This is an optimization exercise on Yosys and OpenROAD, whose aim is small area and few clock cycles, not a production implementation. In this exercise RTL edits were held to simulation tests only and were not proved equivalent to the original. In every run shown here, the design's own scripts or RTL, not TritonCTS, make the clock network. The clock input has no modelled driver; a real chip could not lean on it and would need a root buffer or a full tree. No activity file was given, so power comes from the tool's default toggle rates.

### design/flow/flow/run.sh
#!/bin/bash
# The standard ORFS layout (standard.sh), run with a copy of the ORFS
# scripts that differs in three ways:
#  - synthesis maps the logic with an area-only ABC script (flow/abc_area.script,
#    used through ABC_AREA=1); registers are mapped before ABC as usual;
#  - the port buffers use the smallest buffer cell (buf_1);
#  - the clock tree is built by flow/manual_cts.tcl instead of TritonCTS: one
#    root buffer at the clock port's net, one leaf buffer per group of about 12
#    nearby flip-flops, the same two buffer levels to every register.
# Everything else, including timing repair after CTS, is ORFS's own step.
# Each tool's output is in standard.log and orfs/logs/.
set -euo pipefail
here=$(pwd)
rm -rf "$here/scripts_mod"
cp -r "$FLOW_HOME/scripts" "$here/scripts_mod"
cp "$here/flow/abc_area.script" "$here/scripts_mod/abc_area.script"
python3 - "$here/scripts_mod/cts.tcl" "$here/flow/manual_cts.tcl" <<'PY'
import sys
p, m = sys.argv[1], sys.argv[2]
s = open(p).read()
old = "log_cmd clock_tree_synthesis {*}$cts_args\n"
assert s.count(old) == 1
s = s.replace(old, "source {%s}\nmcts_build clk sky130_fd_sc_hd__clkbuf_8 sky130_fd_sc_hd__clkbuf_8 12\nset_propagated_clock [all_clocks]\n" % m)
open(p, "w").write(s)
PY
export BUFFER_PORTS_ARGS="-buffer_cell sky130_fd_sc_hd__buf_1"
bash standard.sh SCRIPTS_DIR="$here/scripts_mod" finish > standard.log 2>&1
### design/flow/flow/abc_area.script
&get -n
&st
&dc2
&dch -f
&nf -a
&put
strash
&get -n
&dc2
&dch -f
&nf -a
&put
topo
### design/flow/flow/manual_cts.tcl
# Clock tree built directly: the flip-flops are split into groups of nearby
# cells (k-means on their placed locations); each group gets one leaf clock
# buffer at its centre, and one root buffer next to the clock port drives
# all leaf buffers.  Every register sees the same two buffer levels.
proc mcts_build { clk_port leaf_cell root_cell group_size } {
  set block [ord::get_db_block]
  set clk_net [[$block findBTerm $clk_port] getNet]
  set sinks {}
  foreach it [$clk_net getITerms] {
    lappend sinks $it
  }
  set n [llength $sinks]
  set k [expr {int(ceil(double($n) / $group_size))}]
  if {$k < 1} { set k 1 }
  # sink locations (cell centres)
  set xs {}; set ys {}
  foreach it $sinks {
    set bb [[$it getInst] getBBox]
    lappend xs [expr {([$bb xMin] + [$bb xMax]) / 2.0}]
    lappend ys [expr {([$bb yMin] + [$bb yMax]) / 2.0}]
  }
  # k-means, seeded with sinks spread along the sorted x order
  set order [lsort -integer -indices [lmap x $xs {expr {int($x)}}]]
  set cx {}; set cy {}
  for {set j 0} {$j < $k} {incr j} {
    set i [lindex $order [expr {int(($j + 0.5) * $n / $k)}]]
    lappend cx [lindex $xs $i]; lappend cy [lindex $ys $i]
  }
  set cap [expr {int(ceil(double($n) / $k)) + 2}]
  for {set iter 0} {$iter < 30} {incr iter} {
    # balanced assignment: nearest centre with room left, farthest sinks first
    set cnt [lrepeat $k 0]
    set asg [lrepeat $n -1]
    set pairs {}
    for {set i 0} {$i < $n} {incr i} {
      set best 1e30
      for {set j 0} {$j < $k} {incr j} {
        set d [expr {abs([lindex $xs $i] - [lindex $cx $j]) + abs([lindex $ys $i] - [lindex $cy $j])}]
        if {$d < $best} { set best $d }
      }
      lappend pairs [list $i $best]
    }
    foreach p [lsort -real -decreasing -index 1 $pairs] {
      set i [lindex $p 0]
      set best 1e30; set bj -1
      for {set j 0} {$j < $k} {incr j} {
        if {[lindex $cnt $j] >= $cap} { continue }
        set d [expr {abs([lindex $xs $i] - [lindex $cx $j]) + abs([lindex $ys $i] - [lindex $cy $j])}]
        if {$d < $best} { set best $d; set bj $j }
      }
      lset asg $i $bj
      lset cnt $bj [expr {[lindex $cnt $bj] + 1}]
    }
    set sx [lrepeat $k 0.0]; set sy [lrepeat $k 0.0]
    for {set i 0} {$i < $n} {incr i} {
      set j [lindex $asg $i]
      lset sx $j [expr {[lindex $sx $j] + [lindex $xs $i]}]
      lset sy $j [expr {[lindex $sy $j] + [lindex $ys $i]}]
    }
    for {set j 0} {$j < $k} {incr j} {
      if {[lindex $cnt $j] > 0} {
        lset cx $j [expr {[lindex $sx $j] / [lindex $cnt $j]}]
        lset cy $j [expr {[lindex $sy $j] / [lindex $cnt $j]}]
      }
    }
  }
  # root buffer between the clock port and the leaf buffers, at the centre
  # of the leaf buffers
  set rx 0.0; set ry 0.0
  for {set j 0} {$j < $k} {incr j} {
    set rx [expr {$rx + [lindex $cx $j] / $k}]
    set ry [expr {$ry + [lindex $cy $j] / $k}]
  }
  set root_master [[ord::get_db] findMaster $root_cell]
  set leaf_master [[ord::get_db] findMaster $leaf_cell]
  set root [odb::dbInst_create $block $root_master "clkbuf_root"]
  set root_net [odb::dbNet_create $block "clknet_root"]
  $root_net setSigType CLOCK
  [$root findITerm A] connect $clk_net
  [$root findITerm X] connect $root_net
  $root setLocation [expr {int($rx)}] [expr {int($ry)}]
  $root setPlacementStatus PLACED
  for {set j 0} {$j < $k} {incr j} {
    set b [odb::dbInst_create $block $leaf_master "clkbuf_leaf_$j"]
    set net [odb::dbNet_create $block "clknet_leaf_$j"]
    $net setSigType CLOCK
    [$b findITerm A] connect $root_net
    [$b findITerm X] connect $net
    $b setLocation [expr {int([lindex $cx $j])}] [expr {int([lindex $cy $j])}]
    $b setPlacementStatus PLACED
  }
  for {set i 0} {$i < $n} {incr i} {
    set it [lindex $sinks $i]
    $it disconnect
    $it connect [$block findNet "clknet_leaf_[lindex $asg $i]"]
  }
  $clk_net setSigType CLOCK
  puts "manual CTS: $n sinks, $k leaf buffers ($leaf_cell), sizes [lsort -integer $cnt]"
}
### design/flow/standard.sh
#!/bin/bash
# synth_recipe.tcl (not shown) runs the flow's synth.tcl, then flattens the netlist and writes it again
# the make line also repeats each setting of config.mk as NAME=value (left out here)
make -C /OpenROAD-flow-scripts/flow DESIGN_CONFIG=/design/flow/config.mk WORK_HOME=/design/flow/orfs CLKGATE_MAP_FILE= SYNTH_SCRIPT=/design/flow/synth_recipe.tcl "${@:-finish}"
### design/flow/config.mk
export PLATFORM = sky130hd
export DESIGN_NAME = gxc16
export DESIGN_NICKNAME = gxc16
export VERILOG_FILES = /design/flow/design.v
export SDC_FILE = /design/flow/constraint.sdc
export NUM_CORES = 4
export LEC_CHECK = 0
export ABC_AREA = 1
export CAP_MARGIN = 20
export CORE_MARGIN = 2
export CORE_UTILIZATION = 40
export SLEW_MARGIN = 20
### design/flow/constraint.sdc
create_clock -name core_clock -period 10.0 [get_ports {clk}]
set_input_delay 2.0000 -clock core_clock [delete_from_list [all_inputs] [get_ports {clk}]]
set_output_delay 2.0000 -clock core_clock [all_outputs]
set_load 0.01 [all_outputs]
### design/flow/design.v
module gxc16 (
    input  wire         clk,
    input  wire         rst,             
    input  wire         cmd_valid,
    output wire         cmd_ready,
    input  wire [127:0] cmd_word,
    output wire         rsp_valid,
    output wire [1:0]   rsp_status,
    output wire [15:0]  rsp_data,
    output wire [7:0]   rsp_errp,
    output wire         bus_req_valid,
    output wire [1:0]   bus_req_op,      
    output wire [7:0]   bus_req_reg,
    output wire [1:0]   bus_req_len,     
    output wire [15:0]  bus_req_wdata,   
    input  wire         bus_cpl_valid,
    input  wire         bus_cpl_err,
    input  wire [7:0]   bus_cpl_rdata,
    input  wire [7:0]   bus_cpl_errp
);
    localparam [1:0] ST_OK      = 2'd0,
                     ST_ERR_DIR = 2'd1,
                     ST_ERR_ILL = 2'd2,
                     ST_ERR_BUS = 2'd3;
    localparam [3:0] OPC_CFG   = 4'h1,
                     OPC_RD    = 4'h2,
                     OPC_RDPIN = 4'h3,
                     OPC_WR    = 4'h4,
                     OPC_WRPIN = 4'h5;
    reg [15:0] input_mask;
    reg [15:0] direction_mask;
    reg [15:0] active_low_mask;
    reg [15:0] output_cache;
    wire [15:0] output_mask = ~direction_mask;
    reg         req;         
    reg         rsp;         
    reg         m_rd;        
    reg         m_pin;       
    reg  [2:0]  cnt;
    wire        m_cfg = ~(cnt[0] & ~cnt[1]);
    wire        half  = cnt[2];
    reg         phase;       
    reg         cont;        
    reg  [1:0]  status_q;
    reg  [47:0] dq;
    wire [127:0] w   = cmd_word;
    wire [3:0]   opc = w[127:124];
    wire z_res = ~|w[122:97];
    wire z_a   = ~|w[96:32];
    wire z_b   = ~|w[31:16];
    wire z_c   = ~|w[15:9];
    wire z_d   = ~w[8];
    wire z_e   = ~|w[7:4];
    wire is_cfg   = (opc == OPC_CFG);
    wire is_rd    = (opc == OPC_RD);
    wire is_rdpin = (opc == OPC_RDPIN);
    wire is_wr    = (opc == OPC_WR);
    wire is_wrpin = (opc == OPC_WRPIN);
    wire legal = ~w[123] & z_res &
                 (is_cfg |
                  (is_rd    & z_a & z_b) |
                  (is_rdpin & z_a & z_b & z_c & z_d & z_e) |
                  (is_wr    & z_a) |
                  (is_wrpin & z_a & z_b & z_c & z_e));
    reg [15:0] f_in, f_out, f_pu, f_al, f_rise, f_fall;
    integer p;
    always @(*) begin
        for (p = 0; p < 16; p = p + 1) begin
            f_in[p]   = w[6*p + 0];
            f_out[p]  = w[6*p + 1];
            f_pu[p]   = w[6*p + 2];
            f_al[p]   = w[6*p + 3];
            f_rise[p] = w[6*p + 4];
            f_fall[p] = w[6*p + 5];
        end
    end
    wire        is_pin  = is_rdpin | is_wrpin;
    wire        is_rdc  = is_rd | is_rdpin;
    wire [15:0] pin_bit = 16'd1 << w[3:0];
    wire        pin_out = output_mask[w[3:0]];
    wire        dir_err = (is_rdpin & pin_out) | (is_wrpin & ~pin_out);
    wire [15:0] wsel    = is_wrpin ? pin_bit : (w[31:16] & output_mask);
    wire [15:0] wval    = is_wrpin ? {16{w[8]}} : w[15:0];
    wire [15:0] new_val = (output_cache & ~wsel) | (wval & wsel);
    wire        t_a     = is_pin ? ~w[3] : (is_rd ? |w[7:0]  : |(w[23:16] & output_mask[7:0]));
    wire        t_b     = is_pin ?  w[3] : (is_rd ? |w[15:8] : |(w[31:24] & output_mask[15:8]));
    wire cfg_upd  = legal & is_cfg;
    wire no_txn   = ~legal | dir_err | (is_cfg ? ~w[96] : ~(t_a | t_b));
    wire [15:0] d_a = dq[15:0];
    wire [15:0] d_b = dq[31:16];
    wire [15:0] d_p = dq[47:32];
    wire s_dir = (cnt == 3'b000);
    wire s_ie  = (cnt == 3'b010);
    wire s_dv  = (cnt == 3'b011);
    wire s_cm  = (cnt == 3'b100);
    wire s_pu  = (cnt == 3'b110);
    wire [15:0] cfg_wd = ({16{s_ie | s_cm}} & d_a) | ({16{s_ie}} & d_b) |
                         ({16{s_dv}} & d_a & d_b) |
                         ({16{s_dir}} & direction_mask) | ({16{s_pu}} & d_p);
    wire [7:0] wr_byte = half ? (dq[31:24] ^ active_low_mask[15:8])
                              : (dq[23:16] ^ active_low_mask[7:0]);
    wire [7:0] rd_x   = bus_cpl_rdata ^ (half ? active_low_mask[15:8] : active_low_mask[7:0]);
    wire [7:0] rd_y   = rd_x & (half ? dq[15:8] : dq[7:0]);
    wire       rd_bit = rd_x[dq[2:0]];
    wire cpl  = req & bus_cpl_valid;
    wire acc  = cmd_valid & ~req;
    wire last = m_cfg ? (cnt == 3'b110) : ((~m_rd | phase) & ~cont);
    always @(posedge clk) begin
        if (rst) begin
            req             <= 1'b0;
            rsp             <= 1'b0;
            input_mask      <= 16'h0000;
            direction_mask  <= 16'hFFFF;
            active_low_mask <= 16'h0000;
            output_cache    <= 16'h0000;
        end else begin
            rsp <= 1'b0;
            if (acc) begin
                m_rd     <= is_rdc;
                m_pin    <= is_rdpin;
                cnt      <= is_cfg ? 3'b000 : {~t_a, 2'b01};
                phase    <= 1'b0;
                cont     <= t_a & t_b;
                status_q <= ~legal ? ST_ERR_ILL : (dir_err ? ST_ERR_DIR : ST_OK);
                req      <= ~no_txn;
                rsp      <= no_txn;
                if (cfg_upd) begin
                    active_low_mask <= active_low_mask | f_al;
                    input_mask      <= input_mask | f_in;
                    direction_mask  <= direction_mask & ~(f_out & ~f_in);
                end
                if (is_cfg)
                    dq <= {f_in & f_pu, f_in & f_fall, f_in & (f_rise ^ f_fall)};
                else begin
                    dq[15:0]  <= w[15:0] & (input_mask | {16{is_rdpin}});
                    dq[31:16] <= new_val;
                end
            end else if (cpl) begin
                if (bus_cpl_err) begin
                    req        <= 1'b0;
                    rsp        <= 1'b1;
                    status_q   <= ST_ERR_BUS;
                    dq[23:16]  <= bus_cpl_errp;
                end else begin
                    if (m_rd & phase) begin
                        if (m_pin)
                            dq[0] <= rd_bit;
                        else if (half)
                            dq[15:8] <= rd_y;
                        else
                            dq[7:0]  <= rd_y;
                    end
                    if (last) begin
                        req <= 1'b0;
                        rsp <= 1'b1;
                        if (~m_cfg & ~m_rd)
                            output_cache <= dq[31:16];
                    end else if (m_cfg) begin
                        case (cnt)
                            3'b000:  cnt <= 3'b010;
                            3'b010:  cnt <= 3'b011;
                            3'b011:  cnt <= 3'b100;
                            default: cnt <= 3'b110;
                        endcase
                    end else if (m_rd & ~phase) begin
                        phase <= 1'b1;
                    end else begin
                        cnt[2] <= 1'b1;
                        phase <= 1'b0;
                        cont  <= 1'b0;
                    end
                end
            end
        end
    end
    assign cmd_ready     = ~req;
    assign rsp_valid     = rsp;
    assign rsp_status    = status_q;
    wire show = m_rd & (status_q == ST_OK);
    assign rsp_data      = {({15{show & ~m_pin}} & dq[15:1]), show & dq[0]} |
                           {16{status_q == ST_ERR_DIR}};
    assign rsp_errp      = dq[23:16];
    assign bus_req_valid = req;
    assign bus_req_op    = {m_rd & phase, m_rd & ~phase};
    assign bus_req_reg   = m_cfg ? {4'h0, cnt, 1'b0} : {7'b0001001, half};
    assign bus_req_len   = {m_cfg, ~m_cfg};
    assign bus_req_wdata = {cfg_wd[15:8], m_cfg ? cfg_wd[7:0] : wr_byte};
endmodule
==> notes.md, run 1 <==
- Critical-path cell list: nand2b_1, o21ai_2, a222oi_1, o21ai_0, buf_1
- Drt initial violations: around 900
- Vias in the first global route: just over 7000
- Synthesized area: 0.00717 mm^2
- Vias: between 7000 and 8000
- Unrepaired setup endpoints after global routing: false
- Top post-synthesis cells by area: edfxtp_1 (24%), dfxtp_1 (18%), a21oi_1 (6.4%)
- Worst min-delay path class: flop to flop
- Sw Ratio: ~29%
- Cells after synthesis: approximately 840
- DPL Wire Length: roughly 23 mm
- Nature of the critical path startpoint: flop
- Row cnt: between 40 and 50
- Sequential Power Share: 55.4%
- EDFF count, synth: between 50 and 60
- Main flop type after synthesis: dfxtp_1
- Pwr dens: roughly 120 mW/mm^2
- Postcts setup bufs: 0
- Asr flop ratio synth: 0%
- WP data arrival: between 3 and 4 ns
- WL/cell: approximately 25 um
- #FFs+latches synth: between 100 and 150
- Seq/Total Area, Yosys: 42.3%
- Pins Over Slew Limit: 0
- Power Total: between 0.0009 and 0.001 W
- Leading area contributor after synthesis: edfxtp_1
- Overall Global Routing Usage: between 30% and 40%
- Slew at the pin with the worst max-slew slack: approximately 1.2 ns
- Worst Skew: 0.0195 ns
- Finished Core Util: about half
- Ant diodes: 0
- Die Area: roughly 0.019 mm^2
- Die X: 138 um
- CP max-delay cell: edfxtp_1
- Die Ht: roughly 140 um
- Filler instances: roughly 1800
- Final Cycle Share: a little over half
- Antenna viol nets, final: 0
- Crit path time final: 5.41 ns
- Worst VDD drop: between 0.00007 and 0.00008 V
- Multi-input gate area: between 0.003 and 0.004 mm^2
- Worst Path Max Fanout: 18
- Worst slew margin: between 20% and 30%
- Synth Warn #: 1
- Post-CTS Resized: 0
- Fmax: 185 MHz
- First-pass GRT wire length: between 40 and 50 mm
- Hold_buf cts: 0
- Pint: just under 0.0007 W
- MaxCap Viol Count: 0
- Top cell type's share of synthesized area: 23.9%
- Worst hold slack: about 0.45 ns
- Routability cong.: around 1
- Netlist cell types: 53
- P_sw: approximately 0.00029 W
- Pin count of the biggest net entering global routing: 36
- Sequential Area: ~0.003 mm^2
- Initial Util: ~40%
- Comb pwr share: ~16%
- Synth Area per Inst: ~8.6 um^2
- Status: no timing/DRC/antenna violations
- WL final: between 30 and 40 mm
- Critical path's top delay family: compound AO/OA/AOI/OAI gates
- Clock latency on the worst-skew pair: approximately 0.47 ns
- Initial antenna violation count: 0
- Post-route DRC: 0
- Fin. Hold Viols: 0
- Drt first pass iters: 5
- Leak: roughly 2.8 nW
- Critical Path RT: approximately 8 ns
- Power share of the clock group: ~28%
- Layout cell share with drive strength beyond 1: 3.71%
- Critical path's largest stage delay: about 1.1 ns
- GRT overflow: 0
- NumNets Final: 1217
- Crit end category: primary output
- Area Overhead vs Synth: 18.2%
- Setup TNS: 0 ns
- Sum of buffers and inverters on the critical path: 1
- Core area: ~0.017 mm^2
- IO Pins: slightly above 200
- Number of port buffers: just over 200
- DR vias/cell: ~6.1
- CTS clock-pin slew for the worst setup and hold paths: 0.08 ns
- Final setup vio count: 0
- Worst Path Class, Setup: flop to primary output
power by group through the flow:
stage | Sequential (W) | Clock, W | Combinational, W
detailed placement | 0.000555 | 0 | 0.000156
finish | 0.000544 | 0.000278 | 0.000160
floorplan | 0.000550 | 0 | 0.0000721
global route | 0.000544 | 0.000297 | 0.000173
global placement | 0.000555 | 0 | 0.000156
CTS | 0.000544 | 0.000280 | 0.000157
area by class of cell:
type,count,area share (%)
tap,225,3.32
multi-input combinational,641,46.2
inverter,58,2.57
sequential,123,35.8
timing repair buffer,216,10.2
buffer,12,1.95
Yosys cell counts, types with 4 or more instances:
cell / instances
a22oi_1: 6
nand3_1: 32
o32ai_1: 7
nor4_1: 24
a32oi_1: 9
nand3b_1: 16
o22ai_1: 18
a222oi_1: 11
or2_0: 4
and2_0: 18
a21oi_1: 92
mux2i_1: 11
nor2b_1: 10
xnor2_1: 18
nand2b_1: 21
xor2_1: 6
nand4_1: 7
dfxtp_1: 66
o21ai_0: 66
edfxtp_1: 57
nor2_1: 55
a21o_1: 15
o211ai_1: 11
a221o_1: 8
clkinv_1: 58
a31oi_1: 14
nand2_1: 96
buf_4: 13
ha_1: 16
nor3_1: 9
path summary, 6_finish.rpt:
path                   startpoint                end  slack [ns]  cells past startpoint
setup reg to reg           cnt[2]    output_cache[5]        6.54                      6
hold reg to reg   output_cache[1]    output_cache[1]        0.45                      2
setup / recovery           cnt[2]  bus_req_wdata[11]        4.59                      5
hold / removal    output_cache[1]    output_cache[1]        0.45                      2
metrics by stage:
stage / cells / instance area (um^2) / worst slack (ns)
global route: 1275 / 8480 / 4.52
detailed placement: 1263 / 8310 / 5.18
global placement: 1263 / 8310 / 5.27
CTS: 1275 / 8480 / 4.68
finish: 1275 / 8480 / 4.59
floorplan: 837 / 7180 / 4.53
metal layers:
layer  global-route usage [%]  share of wire, %
met1                     46.1                43
met3                     3.95               9.0
met5                        0                 0
met2                     52.2                45
met4                     7.54               2.9
registers in the layout (all words and copies together) (netlist names):
| register | count |
|---|---|
| active_low_mask | 16 |
| cnt | 3 |
| cont | 1 |
| direction_mask | 16 |
| dq | 48 |
| input_mask | 16 |
| m_pin | 1 |
| m_rd | 1 |
| output_cache | 16 |
| phase | 1 |
| req | 1 |
| rsp | 1 |
| status_q | 2 |
worst min-delay path, delay by kind of cell (launching register included):
family	cells	cell delay, ns
AOI/OAI and AO/OA	1	0.05
DFF	1	0.31
and+or+nand+nor	1	0.05
cells by family (layout without fill, tap and decap cells):
logic type                 count (synthesis)  after routing  synth area share, %
xor gates and xnor gates                  24             24                 2.93
muxes                                     11             11                 1.53
buffers and inverters                     73            286                 4.50
DFF                                      123            123                 42.3
and+or+nand+nor                          311            311                 21.9
AOI/OAI and AO/OA                        276            276                 24.0
adders and majority gates                 16             16                 2.79
other                                      1              3               0.0523
layout by cell type (no fill, tap or decap), types with 3 or more instances in the layout:
| cell type | instances |
|---|---|
| o21ai_0 | 65 |
| clkinv_1 | 58 |
| a21o_1 | 15 |
| a21oi_1 | 92 |
| o22ai_1 | 18 |
| o211ai_1 | 11 |
| xor2_1 | 6 |
| nand4_1 | 7 |
| nand3b_1 | 16 |
| buf_4 | 14 |
| nand2_1 | 96 |
| nor4_1 | 22 |
| conb_1 | 3 |
| a31oi_1 | 14 |
| nor2b_1 | 10 |
| nor3_1 | 7 |
| a222oi_1 | 11 |
| buf_1 | 201 |
| o31ai_1 | 3 |
| a221o_1 | 8 |
| edfxtp_1 | 57 |
| clkbuf_8 | 12 |
| a22oi_1 | 6 |
| mux2i_1 | 11 |
| nand3_1 | 32 |
| ha_1 | 16 |
| xnor2_1 | 18 |
| a22o_1 | 3 |
| and2_0 | 18 |
| or2_0 | 4 |
| a32oi_1 | 9 |
| nor2_1 | 51 |
| o32ai_1 | 7 |
| nand2b_1 | 21 |
| or4_1 | 3 |
| dfxtp_1 | 66 |
Testbench counts, summed over its fixed seeds: cycles 22,997.
==> inputs of run 2 (changes only) <==
--- a/design/flow/design.v
+++ b/design/flow/design.v
@@ -101,5 +101,5 @@
                               : (dq[23:16] ^ active_low_mask[7:0]);
     wire [7:0] rd_x   = bus_cpl_rdata ^ (half ? active_low_mask[15:8] : active_low_mask[7:0]);
-    wire [7:0] rd_y   = rd_x & (half ? dq[15:8] : dq[7:0]);
+    wire [7:0] rd_y   = rd_x & (half ? dq[15:8] & input_mask[15:8] : dq[7:0] & input_mask[7:0]);
     wire       rd_bit = rd_x[dq[2:0]];
     wire cpl  = req & bus_cpl_valid;
@@ -133,5 +133,5 @@
                     dq <= {f_in & f_pu, f_in & f_fall, f_in & (f_rise ^ f_fall)};
                 else begin
-                    dq[15:0]  <= w[15:0] & (input_mask | {16{is_rdpin}});
+                    dq[15:0]  <= w[15:0];
                     dq[31:16] <= new_val;
                 end
==> design/flow/flow/abc_area.script (replaced) <==
&get -n
&st
&dc2
&dch -f
&nf -a -F 20 -A 20 -R 1000
&put
strash
&get -n
&dc2
&dch -f
&nf -a -F 20 -A 20 -R 1000
&put
topo
--- a/design/flow/config.mk
+++ b/design/flow/config.mk
@@ -7,6 +7,6 @@
 export LEC_CHECK = 0
 export ABC_AREA = 1
-export CAP_MARGIN = 20
+export CAP_MARGIN = 0
 export CORE_MARGIN = 2
 export CORE_UTILIZATION = 40
-export SLEW_MARGIN = 20
+export SLEW_MARGIN = 0
==> run 2 against run 1 <==
Against the previous run:
- clock skew is 0.018 ns higher
- critical endpoint is now bus_req_wdata[0]
- die area decreased by 1.1%
- clock power about the same
- still clean
==> notes.md, run 2 <==
- Status: no timing/DRC/antenna violations (unchanged)
- Main flop type after synthesis: dfxtp_1 (unchanged)
- Crit path time final: 5.07 ns (was 5.41 ns)
- WL final: 30.3 mm (was 31.3 mm)
- Die Area: 0.0188 mm^2 (was 0.0190 mm^2)
- Leading area contributor after synthesis: edfxtp_1 (unchanged)
- Slew at the pin with the worst max-slew slack: 1.23 ns (was 1.18 ns)
- Final setup vio count: 0 (unchanged)
- WL/cell: 23.9 um (was 24.6 um)
- Initial Util: 41.0% (was 41.2%)
- Setup TNS: 0 ns (unchanged)
- Nature of the critical path startpoint: flop (unchanged)
- DR vias/cell: 6.09 (was 6.11)
- Synthesized area: 0.00709 mm^2 (was 0.00717 mm^2)
- Most numerous cell in the Yosys netlist: nand2_1 (unchanged)
- Worst VDD drop: 0.0000757 V (was 0.0000767 V)
- IO Pins: 206 (unchanged)
- Post-synth top cells: nand2_1 (98), a21oi_1 (77), nor2_1 (71), dfxtp_1 (66), o21ai_0 (61) (was nand2_1 (96), a21oi_1 (92), dfxtp_1 (66), o21ai_0 (66), clkinv_1 (58))
- Pins Over Slew Limit: 0 (unchanged)
- Worst Path Max Fanout: 9 (was 18)
- NumNets Final: 1208 (was 1217)
- Unrepaired setup endpoints after global routing: false (unchanged)
- Routability cong.: 0.975 (was 0.983)
- Clock latency on the worst-skew pair: 0.46 ns (was 0.47 ns)
- Number of port buffers: 202 (unchanged)
- Critical Path RT: 8.00 ns (about the same)
- Drt initial violations: 846 (was 902)
- Die Ht: 137 um (was 138 um)
- Synth Area per Inst: 8.60 um^2 (was 8.59 um^2)
- Overall Global Routing Usage: 31.2% (was 32.3%)
- Row cnt: 48 (unchanged)
- MaxCap Viol Count: 0 (unchanged)
- Post-CTS Resized: 0 (unchanged)
- Final Worst Setup Slack: 4.93 ns (was 4.59 ns)
- Biggest register: dq (unchanged)
- Fin. Hold Viols: 0 (unchanged)
- Postcts setup bufs: 0 (unchanged)
- Pin count of the biggest net entering global routing: 71 (was 36)
- Commonest non-fill, non-tap cell in the layout: buf_1 (unchanged)
- DPL Wire Length: 22.2 mm (was 23.2 mm)
- Final Cycle Share: 50.7% (was 54.1%)
- GRT overflow: 0 (unchanged)
- Crit end category: primary output (unchanged)
- Layout cell share with drive strength beyond 1: 3.84% (was 3.71%)
- Pre-CTS setup slack: 5.43 ns (was 5.18 ns)
- Top post-synthesis cells by area: edfxtp_1 (24%), dfxtp_1 (19%), a21oi_1 (5.4%) (was edfxtp_1 (24%), dfxtp_1 (18%), a21oi_1 (6.4%))
- Vias: 7706 (was 7790)
- Post-route DRC: 0 (unchanged)
- Worst Hold Depth: 2 (unchanged)
- Worst min-delay path class: flop to flop (unchanged)
- Worst Path Class, Setup: flop to primary output (unchanged)
- Cells after synthesis: 824 (was 835)
- Worst Skew: 0.0376 ns (was 0.0195 ns)
- Top cell type's share of synthesized area: 24.1% (was 23.9%)
- WP data arrival: 3.07 ns (was 3.41 ns)
- Antenna viol nets, final: 0 (unchanged)
- Synth Warn #: 1 (unchanged)
- Hold_buf cts: 0 (unchanged)
- Netlist cell types: 47 (was 53)
- CTS clock-pin slew for the worst setup and hold paths: 0.09 ns (was 0.08 ns)
- Core area: 0.0173 mm^2 (was 0.0174 mm^2)
- Worst slew margin: 17.8% (was 21.5%)
- Drt first pass iters: 8 (was 5)
- Seq/Total Area, Yosys: 42.8% (was 42.3%)
- Vias in the first global route: 7129 (was 7041)
- EDFF count, synth: 57 (unchanged)
- Asr flop ratio synth: 0% (unchanged)
- Max reg flops: 48 (unchanged)
- Worst hold slack: 0.475 ns (was 0.451 ns)
- Most frequent cells in the layout: buf_1 (201), nand2_1 (98), a21oi_1 (77) (was buf_1 (201), nand2_1 (96), a21oi_1 (92))
- Initial antenna violation count: 0 (unchanged)
- Ant diodes: 0 (unchanged)
- Pwr dens: 116 mW/mm^2 (about the same)
- Die X: 137 um (was 138 um)
- Area Overhead vs Synth: 18.1% (was 18.2%)
- Fmax: 197 MHz (was 185 MHz)
- Leak: 2.72 nW (was 2.78 nW)
- R2R cell count: 7 (was 6)
- First-pass GRT wire length: 43.5 mm (was 44.9 mm)
- #FFs+latches synth: 123 (unchanged)
## run 2: cell types whose count changed in the layout (fill, tap and decap cells not counted), moves of 8 or more
cell / delta
o211ai_1: -8
nor2_1: +16
a32oi_1: +15
a211oi_1: +16
a21oi_1: -15
a31oi_1: -9
## run 2: worst paths after layout
kind,start,endpoint,slack (ns)
setup / recovery,cnt[1],bus_req_wdata[0],4.93
hold / removal,input_mask[5],input_mask[5],0.47
setup reg to reg,cnt[0],output_cache[6],7.09
hold reg to reg,input_mask[5],input_mask[5],0.47
## run 2: area by class of cell
type | count | area [um^2]
Fill cell | 1814 | 8920
Buffer | 12 | 165
Inverter | 56 | 210
Tap cell | 225 | 282
Timing Repair Buffer | 218 | 880
Multi-Input combinational cell | 632 | 3800
Sequential cell | 123 | 3030
## run 2: report_power, final
group	switching, W	internal, W	total, W
logic	0.000102	0.0000494	0.000152
registers	0.00000790	0.000534	0.000541
clock network	0.000174	0.000106	0.000281
## run 2: stage by stage
stage	power, W	cells	util, %	cell area, um^2
floorplan	0.000617	826	-	7100
global placement	0.000701	1254	47.5	8210
detailed placement	0.000701	1254	47.5	8210
CTS	0.000969	1266	48.4	8370
global route	0.00100	1266	48.4	8370
finish	0.000974	1266	48.4	8370
## run 2: kinds of logic after synthesis
logic type                 synth area share, %
AOI/OAI and AO/OA                         23.1
xor gates and xnor gates                  2.97
adders and majority gates                 2.82
buffers and inverters                     4.45
DFF                                       42.8
muxes                                     1.59
other                                   0.0529
and+or+nand+nor                           22.2
## run 2: layer usage
layer	GRT usage [%]	part of all wire, %	vias to the layer above
met5	0	0	-
met1	42.7	41	3653
met3	5.37	11	68
li1	-	-	3522
met4	8.02	3.0	0
met2	51.2	45	463
## run 2: worst max-delay path: stages (launching register included)
cell	delay, ns
edfxtp_1	0.50
clkinv_1	0.20
nand2_1	0.19
clkinv_1	0.28
nand2b_1	0.58
o22ai_1	0.20
a221o_1	0.29
a21oi_1	0.12
o21ai_0	0.11
buf_1	0.14
Testbench counts of run 2, summed over its fixed seeds: cycles 22,997.
==> inputs of run 3 (changes only) <==
--- a/design/flow/config.mk
+++ b/design/flow/config.mk
@@ -7,6 +7,7 @@
 export LEC_CHECK = 0
 export ABC_AREA = 1
-export CAP_MARGIN = 0
+export CAP_MARGIN = 20
 export CORE_MARGIN = 2
-export CORE_UTILIZATION = 40
-export SLEW_MARGIN = 0
+export CORE_UTILIZATION = 65
+export PLACE_DENSITY = 0.75
+export SLEW_MARGIN = 20
==> run 3 against run 2 <==
Against the previous run:
- global-route usage grew 14 points
- clock power fell by 4%
- still clean
- sequential cell count is the same
- via count up 4.2%
- routed wire length fell by 9.4%
- sequential power is essentially flat
- critical path type unchanged
- clock skew fell by 0.0055 ns
- maximum frequency fell by 5.5%
- first-iteration DRC count rose by 60%
- sequential share of layout area up 0.52 points
- cell count is 6.6% lower
==> notes.md, run 3 <==
- Routability cong.: 1.03 (was 0.975)
- Overall Global Routing Usage: 45.4% (was 31.2%)
- Most frequent cells in the layout: buf_1 (201), nand2_1 (98), a21oi_1 (77) (unchanged)
- Status: no timing/DRC/antenna violations (unchanged)
- GRT overflow: 0 (unchanged)
- MaxCap Viol Count: 0 (unchanged)
- Worst hold slack: 0.471 ns (was 0.475 ns)
- R2R setup slack: 5.88 ns (was 7.09 ns)
- Final setup vio count: 0 (unchanged)
- DPL Wire Length: 19.8 mm (was 22.2 mm)
- EDFF count, synth: 57 (unchanged)
- Seq/Total Area, Yosys: 42.8% (unchanged)
- Fin. Hold Viols: 0 (unchanged)
- Number of port buffers: 202 (unchanged)
- Crit end category: primary output (unchanged)
- Hold_buf cts: 0 (unchanged)
- Critical path's largest stage delay: 1.07 ns (was 0.58 ns)
- Synth Warn #: 1 (unchanged)
- IO Pins: 206 (unchanged)
- Top post-synthesis cells by area: edfxtp_1 (24%), dfxtp_1 (19%), a21oi_1 (5.4%) (unchanged)
- Core area: 0.0107 mm^2 (was 0.0173 mm^2)
- Worst Path Max Fanout: 20 (was 9)
- Initial antenna violation count: 0 (unchanged)
- Reg-to-Reg End: output_cache[0] (was output_cache[6])
- Netlist cell types: 47 (unchanged)
- First-pass GRT wire length: 40.0 mm (was 43.5 mm)
- Worst VDD drop: 0.000122 V (was 0.0000757 V)
- Critical-path cell list: nand2b_1, nor2_2, a221o_1, a21oi_1, o21ai_0, buf_1 (was clkinv_1, nand2_1, clkinv_1, nand2b_1, o22ai_1, a221o_1, a21oi_1, o21ai_0, buf_1)
- WL/cell: 23.2 um (was 23.9 um)
- Nature of the critical path startpoint: flop (unchanged)
- R2R cell count: 7 (unchanged)
- #FFs+latches synth: 123 (unchanged)
- Drt first pass iters: 7 (was 8)
- Final Worst Setup Slack: 4.63 ns (was 4.93 ns)
- CTS clock-pin slew for the worst setup and hold paths: 0.07 ns (was 0.09 ns)
- Finished Core Util: 76.8% (was 48.4%)
- Critical path's top delay family: simple AND/OR/NAND/NOR gates (unchanged)
- Sum of buffers and inverters on the critical path: 1 (was 3)
- Post-CTS Resized: 0 (unchanged)
- Worst slew margin: 19.5% (was 17.8%)
- Hold endpoint: input_mask[1] (was input_mask[5])
- DR vias/cell: 6.79 (was 6.09)
- Worst Path Class, Setup: flop to primary output (unchanged)
- Pre-CTS setup slack: 5.28 ns (was 5.43 ns)
- Main flop type after synthesis: dfxtp_1 (unchanged)
- Slew at the pin with the worst max-slew slack: 1.21 ns (was 1.23 ns)
- Setup TNS: 0 ns (unchanged)
- Area Overhead vs Synth: 16.4% (was 18.1%)
- WP data arrival: 3.37 ns (was 3.07 ns)
- Asr flop ratio synth: 0% (unchanged)
- Initial Util: 66.0% (was 41.0%)
- Fmax: 186 MHz (was 197 MHz)
- CP max-delay cell: edfxtp_1 (was nand2b_1)
- Antenna viol nets, final: 0 (unchanged)
- Leading area contributor after synthesis: edfxtp_1 (unchanged)
- Pins Over Slew Limit: 0 (unchanged)
- Pwr dens: 116 mW/mm^2 (about the same)
- Die X: 108 um (was 137 um)
- Synthesized area: 0.00709 mm^2 (unchanged)
- Crit path time final: 5.37 ns (was 5.07 ns)
- Vias: 8030 (was 7706)
- Post-synth top cells: nand2_1 (98), a21oi_1 (77), nor2_1 (71), dfxtp_1 (66), o21ai_0 (61) (unchanged)
- WL final: 27.4 mm (was 30.3 mm)
- Layout cell share with drive strength beyond 1: 3.84% (unchanged)
- Worst min-delay path class: flop to flop (unchanged)
- Drt initial violations: 1351 (was 846)
- Die Ht: 108 um (was 137 um)
- Max reg flops: 48 (unchanged)
- Cells after synthesis: 824 (unchanged)
- NumNets Final: 1208 (unchanged)
- Vias in the first global route: 7156 (was 7129)
- Worst r2r src: cnt[2] (was cnt[0])
- Most numerous cell in the Yosys netlist: nand2_1 (unchanged)
- Worst Skew: 0.0321 ns (was 0.0376 ns)
- Min-delay src: input_mask[1] (was input_mask[5])
- Worst Hold Depth: 2 (unchanged)
- Postcts setup bufs: 0 (unchanged)
- Pin count of the biggest net entering global routing: 71 (unchanged)
- Final Cycle Share: 53.7% (was 50.7%)
- Die Area: 0.0118 mm^2 (was 0.0188 mm^2)
- Commonest non-fill, non-tap cell in the layout: buf_1 (unchanged)
- Critical Path RT: 8.00 ns (about the same)
- Row cnt: 38 (was 48)
- Synth Area per Inst: 8.60 um^2 (unchanged)
- Top cell type's share of synthesized area: 24.1% (unchanged)
- Post-route DRC: 0 (unchanged)
- Biggest register: dq (unchanged)
- Unrepaired setup endpoints after global routing: false (unchanged)
- Clock latency on the worst-skew pair: 0.44 ns (was 0.46 ns)
- Leak: 2.72 nW (about the same)
-- run 3: logic make-up (layout without fill, tap and decap cells) --
logic type / count (synthesis) / in the layout / synth area share (%)
AOI/OAI and AO/OA: 257 / 257 / 23.1
xor gates and xnor gates: 24 / 24 / 2.97
adders and majority gates: 16 / 16 / 2.82
buffers and inverters: 71 / 286 / 4.45
DFF: 123 / 123 / 42.8
muxes: 10 / 10 / 1.59
other: 1 / 4 / 0.0529
and+or+nand+nor: 322 / 322 / 22.2
-- run 3: worst min-delay path: stages, from the launching register on --
cell	delay, ns
dfxtp_1	0.33
a21oi_1	0.04
nor2_1	0.07
-- run 3: layout make-up --
cell class	count	area, um^2
repair buffers	218	880
multi-input cells	632	3790
inverters	56	210
well taps	140	175
flip-flops and latches	123	3030
fillers	851	2490
plain buffers	12	165
diodes	1	2.50
-- run 3: metrics by stage --
stage | total power (W) | area [um^2] | cells
2_1_floorplan | 0.000617 | 7100 | 826
3_3_place_gp | 0.000691 | 8080 | 1168
3_5_place_dp | 0.000694 | 8090 | 1169
4_1_cts | 0.000950 | 8250 | 1181
5_1_grt | 0.000983 | 8250 | 1181
6_report | 0.000958 | 8260 | 1182
-- run 3: routing by layer --
layer | track usage (%) | routed length [um]
met1 | 61.1 | 9770
met2 | 69.6 | 12100
met4 | 23.3 | 1610
met3 | 9.04 | 3980
met5 | 0 | 0
-- run 3: worst max-delay path by stage --
stage | start | cells past startpoint | end | slack, ns
after floorplan | cmd_word[125] | 5 | direction_mask[4] | 3.44
after global placement | cmd_word[125] | 12 | req | 5.19
after detailed placement | cnt[2] | 6 | bus_req_wdata[5] | 5.28
after CTS | cnt[2] | 6 | bus_req_wdata[5] | 4.82
after global routing | cnt[2] | 6 | bus_req_wdata[2] | 4.62
final | cnt[2] | 6 | bus_req_wdata[5] | 4.63
-- run 3: report_power, final --
part | leakage, nW | internal, W | switching, W
Clock | 0.0863 | 0.000106 | 0.000162
Sequential | 1.07 | 0.000533 | 0.00000929
Combinational | 1.57 | 0.0000491 | 0.0000977
Total | 2.72 | 0.000689 | 0.000269
==> inputs of run 4 (changes only) <==
--- a/design/flow/config.mk
+++ b/design/flow/config.mk
@@ -9,5 +9,5 @@
 export CAP_MARGIN = 20
 export CORE_MARGIN = 2
-export CORE_UTILIZATION = 65
-export PLACE_DENSITY = 0.75
+export CORE_UTILIZATION = 50
+export GPL_TIMING_DRIVEN = 0
 export SLEW_MARGIN = 20
==> run 4 against run 3 <==
Against the previous run:
- largest cell class unchanged
- critical path type unchanged
- worst setup slack better by 0.074 ns
- largest power group unchanged
- sequential share of layout area decreased by 1.5 points
- clock skew down 0.0025 ns
- total power rose by 2.3%
==> notes.md, run 4 <==
- MaxCap Viol Count: 0 (unchanged)
- Biggest register: dq (unchanged)
- Hold_buf cts: 0 (unchanged)
- Worst min-delay path class: flop to flop (unchanged)
- Nature of the critical path startpoint: flop (unchanged)
- Asr flop ratio synth: 0% (unchanged)
- Post-route DRC: 0 (unchanged)
- Crit path time final: 5.29 ns (was 5.37 ns)
- Synth Warn #: 1 (unchanged)
- IO Pins: 206 (unchanged)
- Most numerous cell in the Yosys netlist: nand2_1 (unchanged)
- NumNets Final: 1234 (was 1208)
- Die X: 123 um (was 108 um)
- Top cell type's share of synthesized area: 24.1% (unchanged)
- Area Overhead vs Synth: 21.4% (was 16.4%)
- Leak: 2.88 nW (was 2.72 nW)
- Vias in the first global route: 7256 (was 7156)
- Pins Over Slew Limit: 0 (unchanged)
- Pin count of the biggest net entering global routing: 34 (was 71)
- Layout cell share with drive strength beyond 1: 6.47% (was 3.84%)
- Overall Global Routing Usage: 37.8% (was 45.4%)
- Final Worst Setup Slack: 4.71 ns (was 4.63 ns)
- Slew at the pin with the worst max-slew slack: 1.15 ns (was 1.21 ns)
- Worst Path Max Fanout: 20 (unchanged)
- #FFs+latches synth: 123 (unchanged)
- Row cnt: 43 (was 38)
- EDFF count, synth: 57 (unchanged)
- Die Area: 0.0151 mm^2 (was 0.0118 mm^2)
- Worst slew margin: 23.4% (was 19.5%)
- Clock latency on the worst-skew pair: 0.45 ns (was 0.44 ns)
- Synthesized area: 0.00709 mm^2 (unchanged)
- CTS clock-pin slew for the worst setup and hold paths: 0.09 ns (was 0.07 ns)
- Cells after synthesis: 824 (unchanged)
- Post-synth top cells: nand2_1 (98), a21oi_1 (77), nor2_1 (71), dfxtp_1 (66), o21ai_0 (61) (unchanged)
- Initial Util: 51.1% (was 66.0%)
- Synth Area per Inst: 8.60 um^2 (unchanged)
- Routability cong.: 0.957 (was 1.03)
- Antenna viol nets, final: 0 (unchanged)
- Pwr dens: 114 mW/mm^2 (was 116 mW/mm^2)
- Main flop type after synthesis: dfxtp_1 (unchanged)
- Die Ht: 123 um (was 108 um)
- WP data arrival: 3.29 ns (was 3.37 ns)
- Final setup vio count: 0 (unchanged)
- DR vias/cell: 6.32 (was 6.79)
- First-pass GRT wire length: 42.3 mm (was 40.0 mm)
- Leading area contributor after synthesis: edfxtp_1 (unchanged)
- Worst VDD drop: 0.000102 V (was 0.000122 V)
- Final Cycle Share: 52.9% (was 53.7%)
- Worst hold slack: 0.477 ns (was 0.471 ns)
- Ant diodes: 0 (was 1)
- Max reg flops: 48 (unchanged)
- Netlist cell types: 47 (unchanged)
- Critical Path RT: 8.00 ns (about the same)
- Drt initial violations: 1039 (was 1351)
- Vias: 7882 (was 8030)
- Fin. Hold Viols: 0 (unchanged)
- DPL Wire Length: 22.2 mm (was 19.8 mm)
- Unrepaired setup endpoints after global routing: false (unchanged)
- Fmax: 189 MHz (was 186 MHz)
- WL final: 29.2 mm (was 27.4 mm)
- Initial antenna violation count: 0 (unchanged)
- Core area: 0.0139 mm^2 (was 0.0107 mm^2)
- Pre-CTS setup slack: 4.91 ns (was 5.28 ns)
- Seq/Total Area, Yosys: 42.8% (unchanged)
- Finished Core Util: 62.0% (was 76.8%)
- Number of port buffers: 202 (unchanged)
- Post-CTS Resized: 0 (unchanged)
- WL/cell: 23.5 um (was 23.2 um)
- Most frequent cells in the layout: buf_1 (203), nand2_1 (98), a21oi_1 (76) (was buf_1 (201), nand2_1 (98), a21oi_1 (77))
- Worst Skew: 0.0296 ns (was 0.0321 ns)
- Drt first pass iters: 6 (was 7)
- Top post-synthesis cells by area: edfxtp_1 (24%), dfxtp_1 (19%), a21oi_1 (5.4%) (unchanged)
- Worst Path Class, Setup: flop to primary output (unchanged)
- Status: no timing/DRC/antenna violations (unchanged)
- GRT overflow: 0 (unchanged)
- Crit end category: primary output (unchanged)
- Commonest non-fill, non-tap cell in the layout: buf_1 (unchanged)
- Postcts setup bufs: 0 (unchanged)
-- run 4: changes by cell type in the layout (fill, tap and decap cells not counted), moves of 4 or more --
cell	delta
buf_4	+6
buf_2	+7
buf_6	+5
buf_8	+4
-- run 4: power breakdown --
part | internal, W | switching [W] | total, W
clock | 0.000107 | 0.000173 | 0.000280
combinational | 0.0000565 | 0.000102 | 0.000158
sequential | 0.000533 | 0.00000908 | 0.000542
total | 0.000697 | 0.000284 | 0.000980
-- run 4: per-stage QoR --
stage / total power [W] / instances / setup TNS [ns] / instance area, um^2
final: 0.000980 / 1247 / 0 / 8610
after global routing: 0.00101 / 1247 / 0 / 8610
after CTS: 0.000973 / 1246 / 0 / 8580
after global placement: 0.000697 / 1208 / -0.157 / 8080
after detailed placement: 0.000705 / 1234 / 0 / 8410
after floorplan: 0.000617 / 826 / 0 / 7100
-- run 4: final cells by class --
type                       count  area (um^2)
inverter                      56          210
timing repair buffer         229         1050
tap                          180          225
buffer                        27          270
multi-input combinational    632         3820
sequential                   123         3030
fill                        1356         5270
-- run 4: final timing paths --
| check | start | to | slack [ns] | depth (start not counted) |
|---|---|---|---|---|
| worst max-delay path | cnt[2] | bus_req_wdata[2] | 4.71 | 6 |
| worst min-delay path | input_mask[7] | input_mask[7] | 0.48 | 2 |
| worst min register to register | input_mask[7] | input_mask[7] | 0.48 | 2 |
| worst max register to register | cnt[2] | output_cache[1] | 6.78 | 7 |
-- run 4: cells by family after synthesis --
kind of cell	after synthesis	synth area share, %
AOI/OAI and AO/OA	257	23.1
DFF	123	42.8
and+or+nand+nor	322	22.2
adders and majority gates	16	2.82
xor gates and xnor gates	24	2.97
muxes	10	1.59
buffers and inverters	71	4.45
other	1	0.0529
-- run 4: worst max-delay path: stages (launching register included) --
cell and delay (ns):
edfxtp_1 1.12, nand2_1 0.81, o22ai_1 0.36, a221o_1 0.19, a21oi_1 0.05, o21ai_0 0.12, buf_1 0.18
-- run 4: metal layers --
| layer | vias up | global-route usage (%) | routed length [um] |
|---|---|---|---|
| li1 | 3563 | - | - |
| met1 | 3696 | 51.1 | 11400 |
| met2 | 539 | 60.4 | 12900 |
| met3 | 84 | 8.21 | 3700 |
| met4 | 0 | 12.9 | 1230 |
| met5 | - | 0 | 0 |
==> inputs of run 5 (changes only) <==
--- a/design/flow/config.mk
+++ b/design/flow/config.mk
@@ -9,5 +9,4 @@
 export CAP_MARGIN = 20
 export CORE_MARGIN = 2
-export CORE_UTILIZATION = 50
-export GPL_TIMING_DRIVEN = 0
+export CORE_UTILIZATION = 40
 export SLEW_MARGIN = 20
==> run 5 against run 4 <==
Against the previous run:
- critical path depth is 3 higher
- clock skew is 0.0072 ns higher
- worst setup slack better by 0.18 ns
- routed wire length is 3.4% higher
- synthesized area stayed put
- highest routed layer unchanged
==> notes.md, run 5 <==
- Status: no timing/DRC/antenna violations (unchanged)
- Worst Path Max Fanout: 9 (was 20)
- GRT overflow: 0 (unchanged)
- CP Launch Point: cnt[1] (was cnt[2])
- Filler instances: 1814 (was 1356)
- Sum of buffers and inverters on the critical path: 3 (was 1)
- Worst hold slack: 0.476 ns (was 0.477 ns)
- Post-route DRC: 0 (unchanged)
- Most frequent cells in the layout: buf_1 (201), nand2_1 (98), a21oi_1 (77) (was buf_1 (203), nand2_1 (98), a21oi_1 (76))
- Worst VDD drop: 0.0000755 V (was 0.000102 V)
- Synth Warn #: 1 (unchanged)
- Final Worst Setup Slack: 4.89 ns (was 4.71 ns)
- Hold endpoint: input_mask[5] (was input_mask[7])
- Area Overhead vs Synth: 18.2% (was 21.4%)
- Critical Path RT: 8.00 ns (about the same)
- #FFs+latches synth: 123 (unchanged)
- Reg-to-Reg End: dq[7] (was output_cache[1])
- NumNets Final: 1208 (was 1234)
- Antenna viol nets, final: 0 (unchanged)
- Ant diodes: 0 (unchanged)
- Leading area contributor after synthesis: edfxtp_1 (unchanged)
- Most numerous cell in the Yosys netlist: nand2_1 (unchanged)
- Die Ht: 137 um (was 123 um)
- Sw Ratio: 29.3% (was 29.0%)
- Commonest non-fill, non-tap cell in the layout: buf_1 (unchanged)
- Initial antenna violation count: 0 (unchanged)
- Overall Global Routing Usage: 31.2% (was 37.8%)
- Initial Util: 41.0% (was 51.1%)
- Worst min-delay path class: flop to flop (unchanged)
- Worst Path Class, Setup: flop to primary output (unchanged)
- DPL Wire Length: 22.2 mm (about the same)
- Pint: 0.000690 W (was 0.000697 W)
- Synth Area per Inst: 8.60 um^2 (unchanged)
- Power Total: 0.000975 W (was 0.000980 W)
- Biggest register: dq (unchanged)
- WP data arrival: 3.11 ns (was 3.29 ns)
- Max reg flops: 48 (unchanged)
- DR vias/cell: 6.11 (was 6.32)
- Fmax: 196 MHz (was 189 MHz)
- Row cnt: 48 (was 43)
- Pin count of the biggest net entering global routing: 71 (was 34)
- Asr flop ratio synth: 0% (unchanged)
- Routability cong.: 0.975 (was 0.957)
- Unrepaired setup endpoints after global routing: false (unchanged)
- Postcts setup bufs: 0 (unchanged)
- Drt first pass iters: 8 (was 6)
- First-pass GRT wire length: 43.5 mm (was 42.3 mm)
- IO Pins: 206 (unchanged)
- Worst path depth: 9 (was 6)
- Worst Skew: 0.0368 ns (was 0.0296 ns)
- Crit end category: primary output (unchanged)
- Number of port buffers: 202 (unchanged)
- Die X: 137 um (was 123 um)
- Main flop type after synthesis: dfxtp_1 (unchanged)
- Nature of the critical path startpoint: flop (unchanged)
- R2R cell count: 8 (was 7)
- Core area: 0.0173 mm^2 (was 0.0139 mm^2)
- Critical-path cell list: clkinv_1, nand2_1, clkinv_1, nand2b_1, o22ai_1, a221o_1, a21oi_1, o21ai_0, buf_1 (was nand2_1, o22ai_1, a221o_1, a21oi_1, o21ai_0, buf_1)
- Layout cell share with drive strength beyond 1: 3.84% (was 6.47%)
- P_sw: 0.000285 W (was 0.000284 W)
- Top post-synthesis cells by area: edfxtp_1 (24%), dfxtp_1 (19%), a21oi_1 (5.4%) (unchanged)
- Worst Hold Depth: 2 (unchanged)
- Seq/Total Area, Yosys: 42.8% (unchanged)
- WL/cell: 23.9 um (was 23.5 um)
- Final setup vio count: 0 (unchanged)
- Area after DPL: 0.00821 mm^2 (was 0.00841 mm^2)
- Hold_buf cts: 0 (unchanged)
- Sequential Power Share: 55.6% (was 55.3%)
- WL final: 30.2 mm (was 29.2 mm)
- EDFF count, synth: 57 (unchanged)
- Cells after synthesis: 824 (unchanged)
- Synthesized area: 0.00709 mm^2 (unchanged)
- Worst r2r src: req (was cnt[2])
- Netlist cell types: 47 (unchanged)
- Vias in the first global route: 7129 (was 7256)
- Min-delay src: input_mask[5] (was input_mask[7])
- Top cell type's share of synthesized area: 24.1% (unchanged)
- CTS clock-pin slew for the worst setup and hold paths: 0.10 ns (was 0.09 ns)
- Slew at the pin with the worst max-slew slack: 1.16 ns (was 1.15 ns)
- Power share of the clock group: 28.9% (was 28.5%)
- Final Cycle Share: 51.1% (was 52.9%)
- Worst slew margin: 22.8% (was 23.4%)
- Critical path's largest stage delay: 0.59 ns (was 1.12 ns)
- Design Area, Final: 0.00838 mm^2 (was 0.00861 mm^2)
- Pre-CTS setup slack: 5.43 ns (was 4.91 ns)
- Fin. Hold Viols: 0 (unchanged)
- Leak: 2.72 nW (was 2.88 nW)
- Clock latency on the worst-skew pair: 0.46 ns (was 0.45 ns)
- Crit path time final: 5.11 ns (was 5.29 ns)
- Critical path's top delay family: simple AND/OR/NAND/NOR gates (was flip-flops)
- R2R setup slack: 7.30 ns (was 6.78 ns)
- Post-CTS Resized: 0 (unchanged)
- Die Area: 0.0188 mm^2 (was 0.0151 mm^2)
- Pins Over Slew Limit: 0 (unchanged)
- Post-synth top cells: nand2_1 (98), a21oi_1 (77), nor2_1 (71), dfxtp_1 (66), o21ai_0 (61) (unchanged)
- Drt initial violations: 852 (was 1039)
- Comb pwr share: 15.6% (was 16.1%)
- Vias: 7731 (was 7882)
- CP max-delay cell: nand2b_1 (was edfxtp_1)
- Pwr dens: 116 mW/mm^2 (was 114 mW/mm^2)
- MaxCap Viol Count: 0 (unchanged)
- Setup TNS: 0 ns (unchanged)
- Most used cell along the critical path: clkinv_1
==> run 5: power groups by stage <==
stage	clock network, W	registers (W)	logic, W
2_1_floorplan	0	0.000550	0.0000665
3_3_place_gp	0	0.000553	0.000148
3_5_place_dp	0	0.000553	0.000148
4_1_cts	0.000279	0.000541	0.000149
5_1_grt	0.000296	0.000542	0.000164
6_report	0.000281	0.000541	0.000152
==> run 5: worst max path at each step <==
stage | endpoint
after floorplan | direction_mask[4]
after global placement | dq[35]
after detailed placement | dq[43]
after CTS | bus_req_wdata[0]
after global routing | bus_req_wdata[1]
final | bus_req_wdata[0]
==> run 5: cells by family (layout without fill, tap and decap cells) <==
kind of cell / count (synthesis) / in the layout / share of synthesized area (%)
AND/OR/NAND/NOR: 322 / 322 / 22.2
flip-flops: 123 / 123 / 42.8
XOR/XNOR: 24 / 24 / 2.97
buffers and inverters: 71 / 286 / 4.45
multiplexers: 10 / 10 / 1.59
AO/OA/AOI/OAI: 257 / 257 / 23.1
adder cells (fa/ha/maj): 16 / 16 / 2.82
other: 1 / 3 / 0.0529
==> run 5: area by class of cell <==
class | instances | area [um^2] | area share, %
multi-input combinational | 632 | 3810 | 45.5
sequential | 123 | 3030 | 36.2
timing repair buffer | 218 | 880 | 10.5
tap | 225 | 282 | 3.36
inverter | 56 | 210 | 2.51
buffer | 12 | 165 | 1.97
==> run 5: worst min-delay path, delay by kind of cell, from the launching register on <==
family / cells / cell delay [ns]
DFF: 1 / 0.34
AOI/OAI and AO/OA: 1 / 0.04
and+or+nand+nor: 1 / 0.07
==> run 5: metal layers <==
layer | vias up | part of all wire (%) | track usage, %
met5 | - | 0 | 0
met4 | 0 | 3.1 | 8.02
met3 | 76 | 10 | 5.37
met2 | 469 | 45 | 51.2
met1 | 3666 | 41 | 42.7
li1 | 3520 | - | -
==> run 5: through the flow <==
step | std cells | utilization, %
2_1_floorplan | 826 | -
3_3_place_gp | 1254 | 47.5
3_5_place_dp | 1254 | 47.5
4_1_cts | 1266 | 48.4
5_1_grt | 1266 | 48.4
6_report | 1266 | 48.4
==> inputs of run 6 (changes only) <==
--- a/design/flow/flow/run.sh
+++ b/design/flow/flow/run.sh
@@ -6,5 +6,5 @@
 #  - the port buffers use the smallest buffer cell (buf_1);
 #  - the clock tree is built by flow/manual_cts.tcl instead of TritonCTS: one
-#    root buffer at the clock port's net, one leaf buffer per group of about 12
+#    root buffer at the clock port's net, one leaf buffer per group of about 14
 #    nearby flip-flops, the same two buffer levels to every register.
 # Everything else, including timing repair after CTS, is ORFS's own step.
@@ -21,5 +21,5 @@
 old = "log_cmd clock_tree_synthesis {*}$cts_args\n"
 assert s.count(old) == 1
-s = s.replace(old, "source {%s}\nmcts_build clk sky130_fd_sc_hd__clkbuf_8 sky130_fd_sc_hd__clkbuf_8 12\nset_propagated_clock [all_clocks]\n" % m)
+s = s.replace(old, "source {%s}\nmcts_build clk sky130_fd_sc_hd__clkbuf_4 sky130_fd_sc_hd__clkbuf_8 9\nset_propagated_clock [all_clocks]\n" % m)
 open(p, "w").write(s)
 PY
--- a/design/flow/config.mk
+++ b/design/flow/config.mk
@@ -9,4 +9,5 @@
 export CAP_MARGIN = 20
 export CORE_MARGIN = 2
-export CORE_UTILIZATION = 40
+export CORE_UTILIZATION = 65
+export PLACE_DENSITY = 0.75
 export SLEW_MARGIN = 20
==> run 6 against run 5 <==
Against the previous run:
- critical path depth fell by 3
- combinational power fell by 3%
- register-to-register slack got worse by 1.3 ns
- die area fell by 37%
- largest cell class unchanged
- clock power fell by 17%
- worst hold slack improved by 0.0022 ns
- synthesized area did not move
- largest power group unchanged
==> notes.md, run 6 <==
- Leak: 2.70 nW (was 2.72 nW)
- Crit path time final: 5.29 ns (was 5.11 ns)
- Die Area: 0.0118 mm^2 (was 0.0188 mm^2)
- Final setup vio count: 0 (unchanged)
- Setup TNS: 0 ns (unchanged)
- Pin count of the biggest net entering global routing: 71 (unchanged)
- #FFs+latches synth: 123 (unchanged)
- DR vias/cell: 6.76 (was 6.11)
- Crit end category: primary output (unchanged)
- Antenna viol nets, final: 0 (unchanged)
- Seq/Total Area, Yosys: 42.8% (unchanged)
- Top cell type's share of synthesized area: 24.1% (unchanged)
- Most frequent cells in the layout: buf_1 (201), nand2_1 (98), a21oi_1 (77) (unchanged)
- GRT overflow: 0 (unchanged)
- Overall Global Routing Usage: 45.2% (was 31.2%)
- Synthesized area: 0.00709 mm^2 (unchanged)
- Min-delay src: input_mask[1] (was input_mask[5])
- Slew at the pin with the worst max-slew slack: 1.17 ns (was 1.16 ns)
- Pins Over Slew Limit: 0 (unchanged)
- Layout cell share with drive strength beyond 1: 4.12% (was 3.84%)
- Finished Core Util: 76.4% (was 48.4%)
- Post-synth top cells: nand2_1 (98), a21oi_1 (77), nor2_1 (71), dfxtp_1 (66), o21ai_0 (61) (unchanged)
- DPL Wire Length: 19.8 mm (was 22.2 mm)
- Biggest register: dq (unchanged)
- WL/cell: 23.1 um (was 23.9 um)
- Sum of buffers and inverters on the critical path: 1 (was 3)
- Max reg flops: 48 (unchanged)
- Compound-gate portion of the synthesized area: 23.1% (unchanged)
- Row cnt: 38 (was 48)
- XOR/XNOR Fraction of Synth Area: 2.97% (unchanged)
- Hold_buf cts: 0 (unchanged)
- Initial antenna violation count: 0 (unchanged)
- MaxCap Viol Count: 0 (unchanged)
- Pre-CTS setup slack: 5.28 ns (was 5.43 ns)
- Worst min-delay path class: flop to flop (unchanged)
- Vias in the first global route: 7191 (was 7129)
- WL final: 27.4 mm (was 30.2 mm)
- Post-CTS Resized: 0 (unchanged)
- WP data arrival: 3.29 ns (was 3.11 ns)
- Pwr dens: 113 mW/mm^2 (was 116 mW/mm^2)
- Nature of the critical path startpoint: flop (unchanged)
- Clock latency on the worst-skew pair: 0.45 ns (was 0.46 ns)
- Synth Warn #: 1 (unchanged)
- Ant diodes: 0 (unchanged)
- Drt first pass iters: 8 (unchanged)
- Unrepaired setup endpoints after global routing: false (unchanged)
- IO Pins: 206 (unchanged)
- CP Launch Point: cnt[2] (was cnt[1])
- Leading area contributor after synthesis: edfxtp_1 (unchanged)
- Area Overhead vs Synth: 15.8% (was 18.2%)
- Cells after DPL: 1169 (was 1254)
- Die X: 108 um (was 137 um)
- Post-synthesis simple-gate area fraction: 22.2% (unchanged)
- NumNets Final: 1211 (was 1208)
- Critical-path cell list: nand2b_1, nor2_2, a221o_1, a21oi_1, o21ai_0, buf_1 (was clkinv_1, nand2_1, clkinv_1, nand2b_1, o22ai_1, a221o_1, a21oi_1, o21ai_0, buf_1)
- Number of port buffers: 202 (unchanged)
- Critical path's top delay family: simple AND/OR/NAND/NOR gates (unchanged)
- Die Ht: 108 um (was 137 um)
- Postcts setup bufs: 0 (unchanged)
- First-pass GRT wire length: 39.9 mm (was 43.5 mm)
- Worst slew margin: 21.7% (was 22.8%)
- Most numerous cell in the Yosys netlist: nand2_1 (unchanged)
- Cells after synthesis: 824 (unchanged)
- Worst hold slack: 0.479 ns (was 0.476 ns)
- Final Worst Setup Slack: 4.71 ns (was 4.89 ns)
- Adder-Cell Fraction of Synth Area: 2.82% (unchanged)
- Asr flop ratio synth: 0% (unchanged)
- CP max-delay cell: edfxtp_1 (was nand2b_1)
- Routability cong.: 1.03 (was 0.975)
- Critical path's largest stage delay: 1.06 ns (was 0.59 ns)
- CTS clock-pin slew for the worst setup and hold paths: 0.09 ns (was 0.10 ns)
- Drt initial violations: 1238 (was 852)
- Status: no timing/DRC/antenna violations (unchanged)
- Commonest non-fill, non-tap cell in the layout: buf_1 (unchanged)
- Post-route DRC: 0 (unchanged)
- Worst VDD drop: 0.000114 V (was 0.0000755 V)
- Synth Area per Inst: 8.60 um^2 (unchanged)
- Worst Path Class, Setup: flop to primary output (unchanged)
- Worst Skew: 0.0248 ns (was 0.0368 ns)
- Mux share of post-synthesis cell area: 1.59% (unchanged)
- Largest family of logic cells by synthesized area: compound AO/OA/AOI/OAI gates (unchanged)
- Worst Path Max Fanout: 20 (was 9)
- Core area: 0.0107 mm^2 (was 0.0173 mm^2)
- Netlist cell types: 47 (unchanged)
- Finished Layout Cells: 1184 (was 1266)
- Final Cycle Share: 52.9% (was 51.1%)
- Top post-synthesis cells by area: edfxtp_1 (24%), dfxtp_1 (19%), a21oi_1 (5.4%) (unchanged)
- Fin. Hold Viols: 0 (unchanged)
- EDFF count, synth: 57 (unchanged)
- Worst r2r src: cnt[2] (was req)
- Initial Util: 66.0% (was 41.0%)
- Critical Path RT: 8.00 ns (about the same)
- Vias: 7998 (was 7731)
- Main flop type after synthesis: dfxtp_1 (unchanged)
- Fmax: 189 MHz (was 196 MHz)
-- run 6: cell counts after synthesis --
Identical to the previous run, type by type.
-- run 6: final cells by class --
| class | count | area, um^2 |
|---|---|---|
| flip-flops and latches | 123 | 3030 |
| repair buffers | 218 | 880 |
| plain buffers | 15 | 119 |
| well taps | 140 | 175 |
| multi-input cells | 632 | 3790 |
| inverters | 56 | 210 |
| fillers | 865 | 2540 |
-- run 6: logic make-up after synthesis --
group	after synthesis
compound gates	257
buf+inv	71
flops	123
simple gates	322
mux	10
fa+ha+maj	16
other cells	1
xor+xnor	24
-- run 6: path summary, 6_finish.rpt --
check / to / cells past startpoint / slack (ns)
setup / recovery: bus_req_wdata[5] / 6 / 4.71
hold / removal: input_mask[1] / 2 / 0.48
setup reg to reg: output_cache[0] / 7 / 6.04
hold reg to reg: input_mask[1] / 2 / 0.48
-- run 6: layer usage --
| layer | vias to the layer above | track usage [%] | wire [um] |
|---|---|---|---|
| met2 | 708 | 69.2 | 12000 |
| met4 | 0 | 23.8 | 1670 |
| met5 | - | 0 | 0 |
| met3 | 131 | 9.28 | 4100 |
| met1 | 3644 | 60.3 | 9570 |
| li1 | 3515 | - | - |
-- run 6: through the flow --
stage	area, um^2	total power, W
2_1_floorplan	7100	0.000617
3_3_place_gp	8080	0.000691
3_5_place_dp	8090	0.000694
4_1_cts	8210	0.000914
5_1_grt	8210	0.000948
6_report	8210	0.000924
-- run 6: worst min-delay path, stage by stage (launching register included) --
cell and delay (ns):
dfxtp_1 0.34, a21oi_1 0.04, nor2_1 0.07
-- run 6: power breakdown --
part	internal [W]	leakage (nW)	switching, W
Sequential	0.000533	1.07	0.00000927
Combinational	0.0000491	1.57	0.0000976
Clock	0.0000740	0.0716	0.000160

-- separate check: timing with driven ports --
No port has a modelled driver above. Below, the same layouts with a new extraction and two added sets of constraints.
Step 1 sets driving cells, clkbuf_16 on the clock port and buf_2 on the other inputs (assumed; they add their load-dependent delay and slew).
Step 2 times the ports against the registers' clock, not the clock port: input delays grow and output delays shrink by t, the midpoint of the rising clock arrivals with the driver on.
Slacks: no drivers / after step 1 / after step 2; pairs: no drivers / after step 1.
| run | shift t [ns] | setup WS [ns] | slew at the worst register clock pin (ns) | worst data-port slew with drivers (ns) | pins driven straight from the clock port |
|---|---|---|---|---|---|
| run 1 | 0.496 | 4.588 / 4.548 / 5.044 | 0.10 / 0.10 | 0.04 | 1 |
| run 2 | 0.487 | 4.929 / 4.888 / 5.374 | 0.10 / 0.10 | 0.04 | 1 |
| run 3 | 0.463 | 4.633 / 4.593 / 5.056 | 0.09 / 0.09 | 0.04 | 1 |
| run 4 | 0.475 | 4.708 / 4.669 / 4.604 | 0.09 / 0.09 | 0.04 | 1 |
| run 5 | 0.485 | 4.893 / 4.851 / 5.336 | 0.10 / 0.10 | 0.04 | 1 |
| run 6 | 0.475 | 4.711 / 4.672 / 5.146 | 0.11 / 0.11 | 0.04 | 1 |
After both steps setup and hold are still met in every run listed. For run 4, which loses most, drivers alone change the setup slack by -0.039 ns; drivers and shift together by -0.104 ns.
